What follows belongs to an exercise in optimizing a design on an open flow for small area; a production flow would make more cautious choices.
Where RTL was checked, it was by simulation tests only, not by an equivalence proof against the original.
No activity file was given, so power comes from the tool's default toggle rates.

Design ftservo_codec, start of the top module:
module ftservo_codec (
    input  wire        clk,
    input  wire        rst,
    input  wire        tx_start,
    input  wire [7:0]  tx_id,
    input  wire [7:0]  tx_instr,
    input  wire [7:0]  tx_k,
    output wire        tx_busy,
    input  wire        tx_pvalid,
    input  wire [7:0]  tx_pdata,
    output wire        tx_pready,
    output wire        tx_ovalid,
    output wire [7:0]  tx_odata,
    input  wire        tx_oready,
    output wire        tx_done,
    output wire        tx_err,
    input  wire        rx_start,
    input  wire [7:0]  rx_xid,
    input  wire        rx_any,
    input  wire        rx_bvalid,
    input  wire [7:0]  rx_bdata,
    input  wire        rx_timeout,
    input  wire        rx_rderr,
    output wire        rx_active,
    output wire        rx_pvalid,
    output wire [7:0]  rx_pdata,
    output wire        rx_done,
    output wire [3:0]  rx_result,
    output wire [7:0]  rx_pkt_id,
    output wire [7:0]  rx_pkt_err,
    output wire [7:0]  rx_pkt_count,
    input  wire        w_valid,
    input  wire [2:0]  w_op,
    input  wire [7:0]  w_a,
    input  wire [7:0]  w_b,
    input  wire [7:0]  w_c,
    input  wire [31:0] w_opa,
    output wire        w_done,
    output wire [31:0] w_result
);
    ftservo_tx_framer u_tx (
        .clk(clk), .rst(rst),
        .tx_start(tx_start), .tx_id(tx_id), .tx_instr(tx_instr), .tx_k(tx_k),
        .tx_busy(tx_busy),
        .tx_pvalid(tx_pvalid), .tx_pdata(tx_pdata), .tx_pready(tx_pready),
        .tx_ovalid(tx_ovalid), .tx_odata(tx_odata), .tx_oready(tx_oready),
        .tx_done(tx_done), .tx_err(tx_err)
    );
    ftservo_rx_receiver u_rx (
        .clk(clk), .rst(rst),
        .rx_start(rx_start), .rx_xid(rx_xid), .rx_any(rx_any),
  ...
Size in the first run: about 930 cells after synthesis, about 200 I/O pins, ~7200 µm² of cells after synthesis.
export LEC_CHECK = 0
export ABC_AREA = 1
export CAP_MARGIN = 20
export CORE_AREA = 5 5 115 115
export DIE_AREA = 0 0 120 120
export SLEW_MARGIN = 20
create_clock -name core_clock -period 10.0 [get_ports {clk}]
standard.sh (not shown) runs the stock make flow with config.mk's settings and CLKGATE_MAP_FILE= SYNTH_SCRIPT=/design/flow/synth_recipe.tcl, a recipe that flattens the netlist after the stock synthesis.
==> flow/flow/run.sh <==
#!/bin/bash
# Own layout flow: the standard layout (standard.sh), with the port
# buffers made from the smallest buffer cell and the clock tree built from
# small clock buffers without dummy loads. Each tool's full output is kept
# in this folder (ORFS's own per-step logs are under orfs/logs).
set -euo pipefail
export BUFFER_PORTS_ARGS="-buffer_cell sky130_fd_sc_hd__buf_1"
export CTS_ARGS="-sink_clustering_enable -repair_clock_nets -dont_use_dummy_load -root_buf sky130_fd_sc_hd__clkbuf_8 -buf_list sky130_fd_sc_hd__clkbuf_4"
bash standard.sh > standard_make.log 2>&1
The baseline produced a clean layout.
Then changed:
- CORE_AREA: 5 5 115 115 -> 5 5 125 125
- DIE_AREA: 0 0 120 120 -> 0 0 130 130
The changed run ran to the end with no violations.
Combinational power hardly moves.
Total power goes up by 0.34%.
Global-route usage fell by 2.9 points.
Core utilization decreases by 9.5 points.
Hold slack is better by 0.0075 ns.
No functional check of the RTL was part of any run of this note.

---

ftservo_codec, a different RTL version from the one above (not shown whole).
Size in the first run: about 5700 um2 of cells after synthesis.
Settings: LEC_CHECK=0, ABC_AREA=1, CAP_MARGIN=20, CORE_AREA=5 5 125 125, DIE_AREA=0 0 130 130, SLEW_MARGIN=20; clock period 10.0 ns.
==> flow/flow/run.sh <==
#!/bin/bash
# Own layout flow: the standard layout (standard.sh) with three changes:
#  - synthesis maps the logic with an area-oriented ABC script
#    (flow/abc_area.script: deep AIG resynthesis, then area mapping; used
#    through ABC_AREA=1 from a copy of the
#    ORFS scripts folder; everything else in synthesis is unchanged);
#  - the port buffers are the smallest buffer cell;
#  - the clock tree is built from small clock buffers without dummy loads.
# Each step's full output is kept in this folder (ORFS's own per-step logs
# are under orfs/logs).
set -euo pipefail
rm -rf synth_scripts
cp -r "$FLOW_HOME/scripts" synth_scripts
cp flow/abc_area.script synth_scripts/abc_area.script
SCRIPTS_DIR="$PWD/synth_scripts" bash standard.sh synth > synth_make.log 2>&1
export BUFFER_PORTS_ARGS="-buffer_cell sky130_fd_sc_hd__buf_1"
export CTS_ARGS="-sink_clustering_enable -repair_clock_nets -dont_use_dummy_load -root_buf sky130_fd_sc_hd__clkbuf_8 -buf_list sky130_fd_sc_hd__clkbuf_4 -sink_buffer_max_cap_derate 1.0"
export RECOVER_POWER="${RECOVER_POWER:-100}"
bash standard.sh > layout_make.log 2>&1
==> flow/flow/abc_area.script <==
strash
&get -n
&deepsyn -J 100 -T 120
&st
&dch
&nf -R 1000
&put
topo
stime -c
Change:
==> flow/flow/run.sh (replaced) <==
#!/bin/bash
# Own layout flow: the standard layout (standard.sh) with three changes:
#  - synthesis maps the logic with an area-oriented ABC script
#    (flow/abc_area.script, used through ABC_AREA=1 from a copy of the
#    ORFS scripts folder; everything else in synthesis is unchanged);
#  - the port buffers are the smallest buffer cell;
#  - the clock tree is built from small clock buffers without dummy loads.
# Each step's full output is kept in this folder (ORFS's own per-step logs
# are under orfs/logs).
set -euo pipefail
rm -rf synth_scripts
cp -r "$FLOW_HOME/scripts" synth_scripts
cp flow/abc_area.script synth_scripts/abc_area.script
SCRIPTS_DIR="$PWD/synth_scripts" bash standard.sh synth > synth_make.log 2>&1
export BUFFER_PORTS_ARGS="-buffer_cell sky130_fd_sc_hd__buf_1"
export CTS_ARGS="-sink_clustering_enable -repair_clock_nets -dont_use_dummy_load -root_buf sky130_fd_sc_hd__clkbuf_8 -buf_list sky130_fd_sc_hd__clkbuf_4"
export RECOVER_POWER="${RECOVER_POWER:-100}"
bash standard.sh > layout_make.log 2>&1
==> flow/flow/abc_area.script (replaced) <==
strash
&get -n
&st
&dch
&nf -R 1000
&put
topo
stime -c
After rerunning:
- sequential power fell by about 1%
- hold slack is better by 0.057 ns
- non-clock buffer count rose by 2
Change:
--- a/flow/flow/run.sh
+++ b/flow/flow/run.sh
@@ -2,5 +2,6 @@
 # Own layout flow: the standard layout (standard.sh) with three changes:
 #  - synthesis maps the logic with an area-oriented ABC script
-#    (flow/abc_area.script, used through ABC_AREA=1 from a copy of the
+#    (flow/abc_area.script: deep AIG resynthesis, then area mapping; used
+#    through ABC_AREA=1 from a copy of the
 #    ORFS scripts folder; everything else in synthesis is unchanged);
 #  - the port buffers are the smallest buffer cell;
==> flow/flow/abc_area.script (replaced) <==
strash
&get -n
&deepsyn -J 100 -T 120
&st
&dch
&nf -R 1000
&put
topo
stime -c
Settings changed: PLACE_DENSITY set to 0.75.
Clock power is about the same.
Global-route usage fell by 1.5 points.
Area after synthesis decreases by 2.6%.
Power grows by 0.38%.
Sequential power rises by about 1%.
Design area is lower by 2.5%.
Critical path depth climbs by 6.
Cell count goes down by 1.4%.
Utilization falls by 1.2 points.
Sequential cell count stays the same.
First-iteration DRC count drops by 20%.
Change:
--- a/flow/flow/run.sh
+++ b/flow/flow/run.sh
@@ -15,5 +15,5 @@
 SCRIPTS_DIR="$PWD/synth_scripts" bash standard.sh synth > synth_make.log 2>&1
 export BUFFER_PORTS_ARGS="-buffer_cell sky130_fd_sc_hd__buf_1"
-export CTS_ARGS="-sink_clustering_enable -repair_clock_nets -dont_use_dummy_load -root_buf sky130_fd_sc_hd__clkbuf_8 -buf_list sky130_fd_sc_hd__clkbuf_4"
+export CTS_ARGS="-sink_clustering_enable -repair_clock_nets -dont_use_dummy_load -root_buf sky130_fd_sc_hd__clkbuf_8 -buf_list sky130_fd_sc_hd__clkbuf_8 -sink_clustering_size 24"
 export RECOVER_POWER="${RECOVER_POWER:-100}"
 bash standard.sh > layout_make.log 2>&1
Settings changed: PLACE_DENSITY 0.75 to unset.
After rerunning: The changed run passed the timing, design-rule and antenna checks; clock-buffer cell count is unchanged; power is higher by a little under a tenth; routed wire length is higher by a few percent; setup slack degrades by 0.25 ns; combinational power is about the same; die area is unchanged; clock power climbs by a quarter to a third.
Change:
--- a/flow/flow/run.sh
+++ b/flow/flow/run.sh
@@ -15,5 +15,5 @@
 SCRIPTS_DIR="$PWD/synth_scripts" bash standard.sh synth > synth_make.log 2>&1
 export BUFFER_PORTS_ARGS="-buffer_cell sky130_fd_sc_hd__buf_1"
-export CTS_ARGS="-sink_clustering_enable -repair_clock_nets -dont_use_dummy_load -root_buf sky130_fd_sc_hd__clkbuf_8 -buf_list sky130_fd_sc_hd__clkbuf_8 -sink_clustering_size 24"
+export CTS_ARGS="-sink_clustering_enable -repair_clock_nets -dont_use_dummy_load -root_buf sky130_fd_sc_hd__clkbuf_8 -buf_list sky130_fd_sc_hd__clkbuf_4 -sink_clustering_size 30 -sink_clustering_max_diameter 100"
 export RECOVER_POWER="${RECOVER_POWER:-100}"
 bash standard.sh > layout_make.log 2>&1
Outcome:
- synthesized cell count is unchanged
- core utilization goes down by 0.72 points
- die area stays the same
- routed wire length stays flat
- global-route usage barely changes
- total power went down by 7.2%
- final area fell by 1.4%
- non-clock buffer count stays the same
- clock-buffer cell count stays the same
- worst setup slack gets worse by 0.020 ns
- clock skew rises by 0.012 ns
Change:
--- a/flow/flow/run.sh
+++ b/flow/flow/run.sh
@@ -15,5 +15,5 @@
 SCRIPTS_DIR="$PWD/synth_scripts" bash standard.sh synth > synth_make.log 2>&1
 export BUFFER_PORTS_ARGS="-buffer_cell sky130_fd_sc_hd__buf_1"
-export CTS_ARGS="-sink_clustering_enable -repair_clock_nets -dont_use_dummy_load -root_buf sky130_fd_sc_hd__clkbuf_8 -buf_list sky130_fd_sc_hd__clkbuf_4 -sink_clustering_size 30 -sink_clustering_max_diameter 100"
+export CTS_ARGS="-sink_clustering_enable -repair_clock_nets -dont_use_dummy_load -root_buf sky130_fd_sc_hd__clkbuf_8 -buf_list sky130_fd_sc_hd__clkbuf_4"
 export RECOVER_POWER="${RECOVER_POWER:-100}"
 bash standard.sh > layout_make.log 2>&1
Settings changed: CORE_AREA 5 5 125 125 to 5 5 105 105, DIE_AREA 0 0 130 130 to 0 0 110 110.
What happened: Fmax increases by 4.3%. Critical path depth went down by 1. Routed wire length goes down by about 4.4%. Sequential share of layout area rose by 0.31 points. Via count rose by about 2.2%. Setup slack improves by 0.36 ns. Non-clock buffer count climbs by 1. Total power is about the same. Worst hold slack gets worse by 0.0079 ns. Core utilization came out higher by 21 points.

-- re-timing with driven ports --
The flow's constraints put no driver on any port. The routed layouts listed below were extracted and timed again, unchanged, in two steps. Step 1: set_driving_cell puts a clkbuf_16 on clk and a buf_2 on each other input, an assumption about the parent block. Step 2 also shifts input and output timing later by t, the mid clock arrival at the registers, as if the neighbouring blocks saw the same clock. Slacks: ideal ports / drivers / drivers and shift; pairs: ideal ports / drivers.
| run | t, ns | setup WS [ns] | latest minus earliest clock arrival (ns) | worst register clock-pin slew, ns |
|---|---|---|---|---|
| the first run of note 1 | 0.434 | 4.919 / 4.933 / 4.499 | 0.027 / 0.028 | 0.10 / 0.10 |
| the second run of note 1 | 0.425 | 4.993 / 4.954 / 4.595 | 0.038 / 0.037 | 0.11 / 0.11 |
| the first run of note 2 | 0.433 | 1.238 / 1.235 / 0.801 | 0.041 / 0.041 | 0.11 / 0.11 |
| the second run of note 2 | 0.434 | 1.932 / 1.944 / 1.510 | 0.040 / 0.040 | 0.11 / 0.11 |
| the third run of note 2 | 0.428 | 1.504 / 1.515 / 1.087 | 0.042 / 0.042 | 0.11 / 0.11 |
| the fourth run of note 2 | 0.459 | 1.258 / 1.255 / 0.796 | 0.024 / 0.025 | 0.07 / 0.07 |
| the fifth run of note 2 | 0.433 | 1.238 / 1.235 / 0.801 | 0.041 / 0.041 | 0.11 / 0.11 |
| the sixth run of note 2 | 0.413 | 1.596 / 1.592 / 1.179 | 0.028 / 0.027 | 0.10 / 0.10 |
After both steps setup and hold are still met in every run listed. The setup slack of the fourth run of note 2, which loses most, moves by -0.003 ns with the drivers and by -0.462 ns with both steps.
